Source: an optimization exercise on an open RTL-to-GDS flow (aim: a short achievable clock period, few clock cycles and low power). Production flows keep margins and buffers that such runs may drop. The RTL was checked by simulation tests, not by an equivalence proof against the original design. Power figures rest on the tool's default switching activity, not on a simulated workload.

Setup of alpha:
// rast1
module rast1 (
    input             clk,
    input             rst,
    input             host_valid,
    input             host_we,
    input      [2:0]  host_addr,       
    input      [31:0] host_wdata,
    output reg        host_ready,
    output     [31:0] host_rdata,
    output            mem_valid,
    output reg        mem_we,
    output     [31:0] mem_addr,
    output reg [7:0]  mem_wdata,
    input             mem_ready,
    input      [7:0]  mem_rdata,
    input             mem_err
);
    localparam S_IDLE  = 3'b001;
    localparam S_SETUP = 3'b010;
    localparam S_RUN   = 3'b100;
    localparam P_BM  = 3'b000;
    localparam P_T1R = 3'b001;
    localparam P_T1W = 3'b011;
    localparam P_T2R = 3'b101;
    localparam P_T2W = 3'b111;
    reg [31:0] fb_base, bm_base, arg0, arg1, cmd;
    reg        st_err;
    reg [2:0]  state;           
    wire       st_idle  = state[0];
    wire       st_setup = state[1];
    assign     mem_valid = state[2];    
    reg [31:0] fp;              
    reg [31:0] bp;              
    reg [6:0]  hj;              
    reg [2:0]  lo_b;            
    reg [2:0]  hi_b;            
    reg [8:0]  rows_left;
    reg [6:0]  bcnt;            
    reg [2:0]  phase;           
    reg [31:0] sreg;            
    reg [7:0]  tail;            
    reg [23:0] fbq;             
    assign mem_addr   = fp;
    assign host_rdata = sreg;
    wire first = phase[0];
    wire t1    = hj[0];
    wire t2    = hj[1];
    wire [3:0] p = hj[5:2];    
    function legal;
        input [31:0] c;
        legal = (c[31:8] == 24'd0) &&
                ((c[3:0] <= 4'd4 && c[7:4] == 4'd0) ||
                 (c[3:0] == 4'd5 && c[5:4] != 2'd3) ||
                 (c[3:0] == 4'd6 && c[5:4] != 2'd3 && c[7:6] == 2'd0));
    endfunction
    wire [3:0] w_op    = host_wdata[3:0];
    wire [1:0] w_wsel  = host_wdata[5:4];
    wire       w_legal = legal(host_wdata);
    wire       st_ill  = !legal(cmd);
    wire [1:0] wsel  = cmd[5:4];
    wire       blit  = cmd[2] & (cmd[0] | cmd[1]);         
    wire       andn  = cmd[2] & ~cmd[0];                   
    wire       span_clr = cmd[2] & ~cmd[1] & ~cmd[0];      
    wire [1:0] nm1   = (wsel == 2'd0) ? 2'd0 : (wsel == 2'd1) ? 2'd1 : 2'd3;   
    wire [3:0] nb4   = {2'd0, nm1} + 4'd1;                                     
  ...
Size: roughly 4,000 cells after synthesis, about 330 flip-flops, about 120 I/O pins.
export LEC_CHECK = 0
export CAP_MARGIN = 20
export CORE_MARGIN = 2
export CORE_UTILIZATION = 40
export PLACE_DENSITY = 0.6
export SLEW_MARGIN = 20
create_clock -name core_clock -period 10.0 [get_ports {clk}]
standard.sh (not shown) runs the stock make flow with config.mk's settings and CLKGATE_MAP_FILE= SYNTH_SCRIPT=/design/flow/synth_recipe.tcl, a recipe that flattens the netlist after the stock synthesis.
==> flow/flow/run.sh <==
#!/bin/bash
# The standard layout with two changes to how it is made:
# - clock tree synthesis adds no dummy loads (cells hung on clock nets only to
#   balance them); the flip-flops are clustered under clkbuf_8 leaf buffers, at
#   most 13 each within 80 um, below a clkbuf_16 root;
# - timing repair aims for 6.8 ns of setup slack instead of 0.
# The SDC, the die and every other step are the standard flow's.
# Each tool's output goes to the ORFS logs and to standard.log here.
set -euo pipefail
export CTS_ARGS="-sink_clustering_enable -repair_clock_nets -dont_use_dummy_load -buf_list {sky130_fd_sc_hd__clkbuf_8 sky130_fd_sc_hd__clkbuf_16} -root_buf sky130_fd_sc_hd__clkbuf_16 -sink_clustering_buffer sky130_fd_sc_hd__clkbuf_8 -sink_clustering_size 13 -sink_clustering_max_diameter 80"
bash standard.sh SETUP_SLACK_MARGIN=6.8 finish > standard.log 2>&1
Testbench counts of alpha, summed over its fixed seeds: cycles 175,830.
## Diff of input files: beta against alpha
==> flow/flow/run.sh <==
#!/bin/bash
# The standard layout with two changes to how it is made:
# - clock tree synthesis adds no dummy loads (cells hung on clock nets only to
#   balance them); the flip-flops are clustered under clkbuf_8 leaf buffers, at
#   most 14 each within 80 um, below a clkbuf_16 root;
# - timing repair aims for 7 ns of setup slack instead of 0.
# The SDC, the die and every other step are the standard flow's.
# Each tool's output goes to the ORFS logs and to standard.log here.
set -euo pipefail
export CTS_ARGS="-sink_clustering_enable -repair_clock_nets -dont_use_dummy_load -buf_list {sky130_fd_sc_hd__clkbuf_8 sky130_fd_sc_hd__clkbuf_16} -root_buf sky130_fd_sc_hd__clkbuf_16 -sink_clustering_buffer sky130_fd_sc_hd__clkbuf_8 -sink_clustering_size 14 -sink_clustering_max_diameter 80"
bash standard.sh SETUP_SLACK_MARGIN=7 finish > standard.log 2>&1
## What came out
When beta is set beside alpha, its part of the total power dissipated in the clock network turns out to be 1.6 points smaller.
The run showing the greater filler-free cell count of the finished design is beta.
Sum of internal, switching and leakage power (lower): alpha
Measured against each other, alpha and beta differ in combined global-route utilization of all metal layers, the higher figure coming from beta.
NOTE total number of nets in the final design alpha->beta increased by a few percent

---

rast1 again, from the RTL that the note above started with.
clock: 10.0 ns
lec_check: 0
cap_margin: 20
core_margin: 2
core_utilization: 40
place_density: 0.6
slew_margin: 20
==> flow/flow/run.sh <==
#!/bin/bash
# The standard layout with two changes to how it is made:
# - clock tree synthesis adds no dummy loads (cells hung on clock nets only to
#   balance them); the flip-flops are clustered under clkbuf_8 leaf buffers, at
#   most 14 each within 80 um, below a clkbuf_16 root;
# - timing repair aims for 6.6 ns of setup slack instead of 0.
# The SDC, the die and every other step are the standard flow's.
# Each tool's output goes to the ORFS logs and to standard.log here.
set -euo pipefail
export CTS_ARGS="-sink_clustering_enable -repair_clock_nets -dont_use_dummy_load -buf_list {sky130_fd_sc_hd__clkbuf_8 sky130_fd_sc_hd__clkbuf_16} -root_buf sky130_fd_sc_hd__clkbuf_16 -sink_clustering_buffer sky130_fd_sc_hd__clkbuf_8 -sink_clustering_size 14 -sink_clustering_max_diameter 80"
bash standard.sh SETUP_SLACK_MARGIN=6.6 finish > standard.log 2>&1
Testbench counts at the start, summed over its fixed seeds: cycles 175,830.
Then changed:
--- a/flow/flow/run.sh
+++ b/flow/flow/run.sh
@@ -6 +6 @@
-# - timing repair aims for 6.6 ns of setup slack instead of 0.
+# - timing repair aims for 6.8 ns of setup slack instead of 0.
@@ -11 +11 @@
-bash standard.sh SETUP_SLACK_MARGIN=6.6 finish > standard.log 2>&1
+bash standard.sh SETUP_SLACK_MARGIN=6.8 finish > standard.log 2>&1
After rerunning:
- cell area rose by a few percent
- sequential power hardly moves
- sequential cell count stays the same
- first-iteration DRC count rose by a few percent
- count of clock-buffer cells in the layout stays the same

---

Setup of the reference run:
Another version of the RTL of rast1 (not shown whole).
Size: roughly 120 I/O pins, about 27000 um^2 of cells after synthesis.
// rast1
module rast1 (
    input             clk,
    input             rst,
    input             host_valid,
    input             host_we,
    input      [2:0]  host_addr,       
    input      [31:0] host_wdata,
    output reg        host_ready,
    output     [31:0] host_rdata,
    output reg        mem_valid,
    output reg        mem_we,
    output     [31:0] mem_addr,
    output reg [7:0]  mem_wdata,
    input             mem_ready,
    input      [7:0]  mem_rdata,
    input             mem_err
);
    localparam S_IDLE  = 3'b001;
    localparam S_SETUP = 3'b010;
    localparam S_RUN   = 3'b100;
    localparam P_BM  = 3'b000;
    localparam P_T1R = 3'b001;
    localparam P_T1W = 3'b011;
    localparam P_T2R = 3'b101;
    localparam P_T2W = 3'b111;
    reg [31:0] fb_base, bm_base, arg0, arg1, cmd;
    reg        st_err;
    reg [2:0]  state;           
    wire       st_idle  = state[0];
    wire       st_setup = state[1];
    reg [31:0] fp;              
    reg [31:0] bp;              
    reg        bsel;            
    reg [6:0]  hj;              
    reg [2:0]  lo_b;            
    reg [2:0]  hi_b;            
    reg [8:0]  rows_left;
    reg [6:0]  bcnt;            
    reg [2:0]  phase;           
    reg [3:0]  p;               
    reg        go;              
    reg [31:0] sreg;            
    reg [23:0] fbq;             
    assign mem_addr   = bsel ? bp : fp;
    assign host_rdata = sreg;
    wire first = phase[0];
    wire t1    = hj[0];
    wire t2    = hj[1];
    function legal;
        input [31:0] c;
        legal = (c[31:8] == 24'd0) &&
                ((c[3:0] <= 4'd4 && c[7:4] == 4'd0) ||
                 (c[3:0] == 4'd5 && c[5:4] != 2'd3) ||
                 (c[3:0] == 4'd6 && c[5:4] != 2'd3 && c[7:6] == 2'd0));
    endfunction
    wire [3:0] w_op    = host_wdata[3:0];
    wire [1:0] w_wsel  = host_wdata[5:4];
    wire       w_legal = legal(host_wdata);
    wire       st_ill  = !legal(cmd);
    wire [1:0] wsel  = cmd[5:4];
    wire       blit  = cmd[2] & (cmd[0] | cmd[1]);         
    wire       andn  = cmd[2] & ~cmd[0];                   
    wire       span_clr = cmd[2] & ~cmd[1] & ~cmd[0];      
  ...
clock: 10.0 ns
lec_check: 0
cap_margin: 20
core_margin: 2
core_utilization: 40
cts_buf_list: sky130_fd_sc_hd__clkbuf_16
cts_cluster_diameter: 80
cts_cluster_size: 15
place_density: 0.6
setup_slack_margin: 5
slew_margin: 20
run.sh (not shown) runs the stock make flow with config.mk's settings and CLKGATE_MAP_FILE= SYNTH_SCRIPT=/design/flow/synth_recipe.tcl, a recipe that flattens the netlist after the stock synthesis.
Stock flow here: none of the scripts above is used.
The reference run finished all stages; the layout is clean.
Testbench counts of the reference run, summed over its fixed seeds: cycles 175,830.
The inputs of the trial run differ from those of the reference run as listed below.
==> flow/flow/run.sh (new file) <==
#!/bin/bash
# The standard layout with two changes to how it is made:
# - clock tree synthesis adds no dummy loads (cells hung on clock nets only to
#   balance them) and clusters the flip-flops under clkbuf_16 leaf buffers;
# - timing repair aims for 6.5 ns of setup slack instead of 0.
# The SDC, the die and every other step are the standard flow's.
# Each tool's output goes to the ORFS logs and to standard.log here.
set -euo pipefail
export CTS_ARGS="-sink_clustering_enable -repair_clock_nets -dont_use_dummy_load -buf_list {sky130_fd_sc_hd__clkbuf_16} -sink_clustering_size 15 -sink_clustering_max_diameter 80"
bash standard.sh SETUP_SLACK_MARGIN=6.5 finish > standard.log 2>&1
==> flow/standard.sh (new file) <==
#!/bin/bash
# synth_recipe.tcl (not shown) runs the flow's synth.tcl, then flattens the netlist and writes it again
# the make line also repeats each setting of config.mk as NAME=value (left out here)
make -C /OpenROAD-flow-scripts/flow DESIGN_CONFIG=/design/flow/config.mk WORK_HOME=/design/flow/orfs CLKGATE_MAP_FILE= SYNTH_SCRIPT=/design/flow/synth_recipe.tcl "${@:-finish}"
==> flow/config.mk <==
export PLATFORM = sky130hd
export DESIGN_NAME = rast1
export DESIGN_NICKNAME = rast1
export VERILOG_FILES = /design/flow/design.v
export SDC_FILE = /design/flow/constraint.sdc
export NUM_CORES = 4
export LEC_CHECK = 0
export CAP_MARGIN = 20
export CORE_MARGIN = 2
export CORE_UTILIZATION = 40
export PLACE_DENSITY = 0.6
export SLEW_MARGIN = 20
removed: flow/run.sh
Results
- The trial run: layout cell share with drive strength beyond 1 16 points above the reference run
- Comparing the trial run and the reference run, global-route wire length before repair is higher on the trial run.
- Between the trial run and the reference run, the difference in number of well taps is negligible.
- Taking the reference run as 1.0, the trial run lands at 2.2 on non-clock buffer count.
- Sort the trial run and the reference run by via count of the first global-routing pass, descending, and the trial run comes first.
- Via count in the trial run is about 6.5% higher than in the reference run

---

## run A
Another version of the RTL of rast1 (not shown whole).
For scale: about 3800 cells after synthesis, ~330 flip-flops, about 120 I/O pins.
Settings: LEC_CHECK=0, CAP_MARGIN=20, CORE_MARGIN=2, CORE_UTILIZATION=45, PLACE_DENSITY=0.62, SLEW_MARGIN=20; clock period 10.0 ns.
standard.sh (not shown) runs the stock make flow with config.mk's settings and CLKGATE_MAP_FILE= SYNTH_SCRIPT=/design/flow/synth_recipe.tcl, a recipe that flattens the netlist after the stock synthesis.
==> flow/flow/run.sh <==
#!/bin/bash
# The standard layout with two changes to how it is made:
# - clock tree synthesis adds no dummy loads (cells hung on clock nets only to
#   balance them) and clusters the flip-flops under clkbuf_16 leaf buffers, at most 15 each;
# - timing repair aims for 7 ns of setup slack instead of 0.
# The SDC, the die and every other step are the standard flow's.
# Each tool's output goes to the ORFS logs and to standard.log here.
set -euo pipefail
export CTS_ARGS="-sink_clustering_enable -repair_clock_nets -dont_use_dummy_load -buf_list {sky130_fd_sc_hd__clkbuf_16} -sink_clustering_size 15 -sink_clustering_max_diameter 80"
bash standard.sh SETUP_SLACK_MARGIN=7 finish > standard.log 2>&1
Testbench counts of run A, summed over its fixed seeds: cycles 175,830.
Here is what was changed in the inputs of run B compared with run A.
==> flow/flow/run.sh <==
#!/bin/bash
# The standard layout with two changes to how it is made:
# - clock tree synthesis adds no dummy loads (cells hung on clock nets only to
#   balance them) and clusters the flip-flops under clkbuf_16 leaf buffers, at most 18 each;
# - timing repair aims for 6.5 ns of setup slack instead of 0.
# The SDC, the die and every other step are the standard flow's.
# Each tool's output goes to the ORFS logs and to standard.log here.
set -euo pipefail
export CTS_ARGS="-sink_clustering_enable -repair_clock_nets -dont_use_dummy_load -buf_list {sky130_fd_sc_hd__clkbuf_16} -sink_clustering_size 18 -sink_clustering_max_diameter 80"
bash standard.sh SETUP_SLACK_MARGIN=6.5 finish > standard.log 2>&1
Notes after the runs:
- In run B the utilization after layout turned out 6.6 points lower than in run A.
- | worst max-slew margin expressed relative to the limit | run B vs run A | worse |
- On proportion of power drawn by combinational gates: between run B and run A, it ends up higher for run A.
- Run B against run A: wire length per cell moved down, power moved down, largest fanout on the critical path moved up, final cell count moved down.
- For the critical path data arrival time, run B came in 80 ps lower than run A did.
- Run A has a higher cell area than run B.

---

== run 1 ==
Another version of the RTL of rast1 (not shown whole).
Size: about 3500 cells after synthesis, ~330 flip-flops, about 0.028 mm2 of cells after synthesis.
Settings: LEC_CHECK=0, CAP_MARGIN=20, CORE_MARGIN=2, CORE_UTILIZATION=40, CTS_BUF_LIST=sky130_fd_sc_hd__clkbuf_4 sky130_fd_sc_hd__clkbuf_8, PLACE_DENSITY=0.6, SLEW_MARGIN=20; clock period 10.0 ns.
run.sh (not shown) runs the stock make flow with config.mk's settings and CLKGATE_MAP_FILE= SYNTH_SCRIPT=/design/flow/synth_recipe.tcl, a recipe that flattens the netlist after the stock synthesis.
Stock flow here: none of the scripts above is used.
Having completed the whole flow, run 1 delivered a layout that passed the timing, design-rule and antenna checks.
Testbench counts of run 1, summed over its fixed seeds: cycles 175,694.
Here is what was changed in the inputs of run 2 compared with run 1.
- swapping sky130_fd_sc_hd__clkbuf_4 sky130_fd_sc_hd__clkbuf_8 for sky130_fd_sc_hd__clkbuf_2 sky130_fd_sc_hd__clkbuf_4 in CTS_BUF_LIST
- putting SETUP_SLACK_MARGIN at 5 where nothing was set
- putting CTS_CLUSTER_SIZE at 20 where nothing was set
- swapping 40 for 60 in CORE_UTILIZATION
- swapping 0.6 for 0.7 in PLACE_DENSITY
- Run 2 finished every step from synthesis to the final layout, and the layout passed the timing, design-rule and antenna checks.
- Changes observed in run 2 relative to run 1: total power shrank by 6.5%; footprint of the multi-input gates moved up; relative contribution of combinational cells to total power climbed 2.4 points.
The inputs of run 3 differ from those of run 2 as listed below.
- SETUP_SLACK_MARGIN no longer set, was 5
- PLACE_DENSITY now 0.6, was 0.7
- CTS_CLUSTER_SIZE no longer set, was 20
- CORE_UTILIZATION now 40, was 60
- CTS_BUF_LIST no longer set, was sky130_fd_sc_hd__clkbuf_2 sky130_fd_sc_hd__clkbuf_4
## What came out
| routability congestion estimate from global placement | lower: run 3 |. Looking at the reports, run 3 completed the entire flow and the layout it produced met the timing, design-rule and antenna checks. Run 2 has completed all stages; timing, DRC and antenna checks passed. Clock network fraction of total power: run 3 higher than run 2. On amount of wire on met2 after detailed routing, run 3 and run 2 are neck and neck. Looking at worst setup slack, run 3 sits 1170 ps lower than run 2 does. Comparing run 2 against run 3, there is no change at all in count of mapped cells out of synthesis. Looking at final design utilization, run 3 sits 24 points below run 2.

---

Setup of try-yarrow:
Another version of the RTL of rast1 (not shown whole).
For scale: about 4100 cells after synthesis, roughly 340 flip-flops, roughly 120 I/O pins, roughly 29000 sq um of cells after synthesis.
clock: 10.0 ns
lec_check: 0
cap_margin: 20
core_margin: 2
core_utilization: 40
place_density: 0.6
slew_margin: 20
standard.sh (not shown) runs the stock make flow with config.mk's settings and CLKGATE_MAP_FILE= SYNTH_SCRIPT=/design/flow/synth_recipe.tcl, a recipe that flattens the netlist after the stock synthesis.
==> flow/flow/run.sh <==
#!/bin/bash
# The standard layout with two changes to how it is made:
# - clock tree synthesis adds no dummy loads (cells hung on clock nets only to
#   balance them) and clusters the flip-flops under clkbuf_16 leaf buffers, at most 20 each;
# - timing repair aims for 7 ns of setup slack instead of 0.
# The SDC, the die and every other step are the standard flow's.
# Each tool's output goes to the ORFS logs and to standard.log here.
set -euo pipefail
export CTS_ARGS="-sink_clustering_enable -repair_clock_nets -dont_use_dummy_load -buf_list {sky130_fd_sc_hd__clkbuf_16} -sink_clustering_size 20 -sink_clustering_max_diameter 80"
bash standard.sh SETUP_SLACK_MARGIN=7 finish > standard.log 2>&1
try-yarrow finished every stage and its layout cleared the timing, design-rule and antenna checks.
Testbench counts of try-yarrow, summed over its fixed seeds: cycles 175,830.
Inputs modified between try-yarrow and try-ember:
==> flow/flow/run.sh <==
#!/bin/bash
# The standard layout with two changes to how it is made:
# - clock tree synthesis adds no dummy loads (cells hung on clock nets only to
#   balance them) and clusters the flip-flops under clkbuf_16 leaf buffers, at most 20 each;
# - timing repair aims for 6.5 ns of setup slack instead of 0.
# The SDC, the die and every other step are the standard flow's.
# Each tool's output goes to the ORFS logs and to standard.log here.
set -euo pipefail
export CTS_ARGS="-sink_clustering_enable -repair_clock_nets -dont_use_dummy_load -buf_list {sky130_fd_sc_hd__clkbuf_16} -sink_clustering_size 20 -sink_clustering_max_diameter 80"
bash standard.sh SETUP_SLACK_MARGIN=6.5 finish > standard.log 2>&1
Results
- Comparing try-yarrow and try-ember, the lower global routing met2 resource utilization was measured on try-ember.
- try-ember vs. try-yarrow: top fanout value on the critical path went down, core utilization down 6.6 points, share of the clock period used by the worst path after layout saw an increase.
- Reported combinational group power: try-ember < try-yarrow
- For routed wire length, dividing the value from try-yarrow by the value from try-ember gives 1.06.

separate check: timing with driven ports:
In the flow no input, the clock included, has a driving cell. The finished layouts below were timed again as built, in two steps. Step 1: set_driving_cell puts a clkbuf_16 on clk and a buf_2 on each other input, an assumption about the parent block. Step 2 also shifts input and output timing later by t, the mid clock arrival at the registers, as if the neighbouring blocks saw the same clock. Three values: ideal, step 1, step 2; two values: the first two.
| run | t (ns) | setup WS [ns] | clock arrival spread, ns | worst register clock-pin slew, ns |
|---|---|---|---|---|
| alpha | 0.600 | 6.673 / 6.673 / 6.098 | 0.122 / 0.122 | 0.12 / 0.12 |
| beta | 0.605 | 6.623 / 6.632 / 6.026 | 0.077 / 0.077 | 0.11 / 0.11 |
| the first run of note 2 | 0.592 | 6.542 / 6.542 / 5.992 | 0.075 / 0.075 | 0.11 / 0.11 |
| the second run of note 2 | 0.606 | 6.619 / 6.619 / 6.092 | 0.119 / 0.119 | 0.12 / 0.12 |
| the reference run | 0.673 | 5.199 / 5.199 / 4.561 | 0.019 / 0.019 | 0.08 / 0.08 |
| the trial run | 0.668 | 6.036 / 6.036 / 5.694 | 0.071 / 0.071 | 0.08 / 0.08 |
| run A | 0.658 | 6.171 / 6.098 / 5.727 | 0.045 / 0.046 | 0.08 / 0.08 |
| run B | 0.657 | 6.246 / 6.182 / 5.745 | 0.047 / 0.047 | 0.08 / 0.08 |
| run 1 | 0.716 | 3.796 / 3.796 / 3.796 | 0.068 / 0.069 | 0.07 / 0.07 |
| run 2 | 0.921 | 4.977 / 4.977 / 4.233 | 0.080 / 0.080 | 0.09 / 0.09 |
| run 3 | 0.653 | 3.810 / 3.810 / 3.810 | 0.016 / 0.016 | 0.06 / 0.06 |
| try-yarrow | 0.679 | 6.542 / 6.553 / 5.874 | 0.075 / 0.075 | 0.09 / 0.09 |
| try-ember | 0.662 | 6.411 / 6.437 / 5.775 | 0.038 / 0.038 | 0.09 / 0.09 |
After both steps every run listed still meets setup and hold. The setup slack of run 2, which loses most, moves by 0.000 ns with the drivers and by -0.744 ns with both steps.
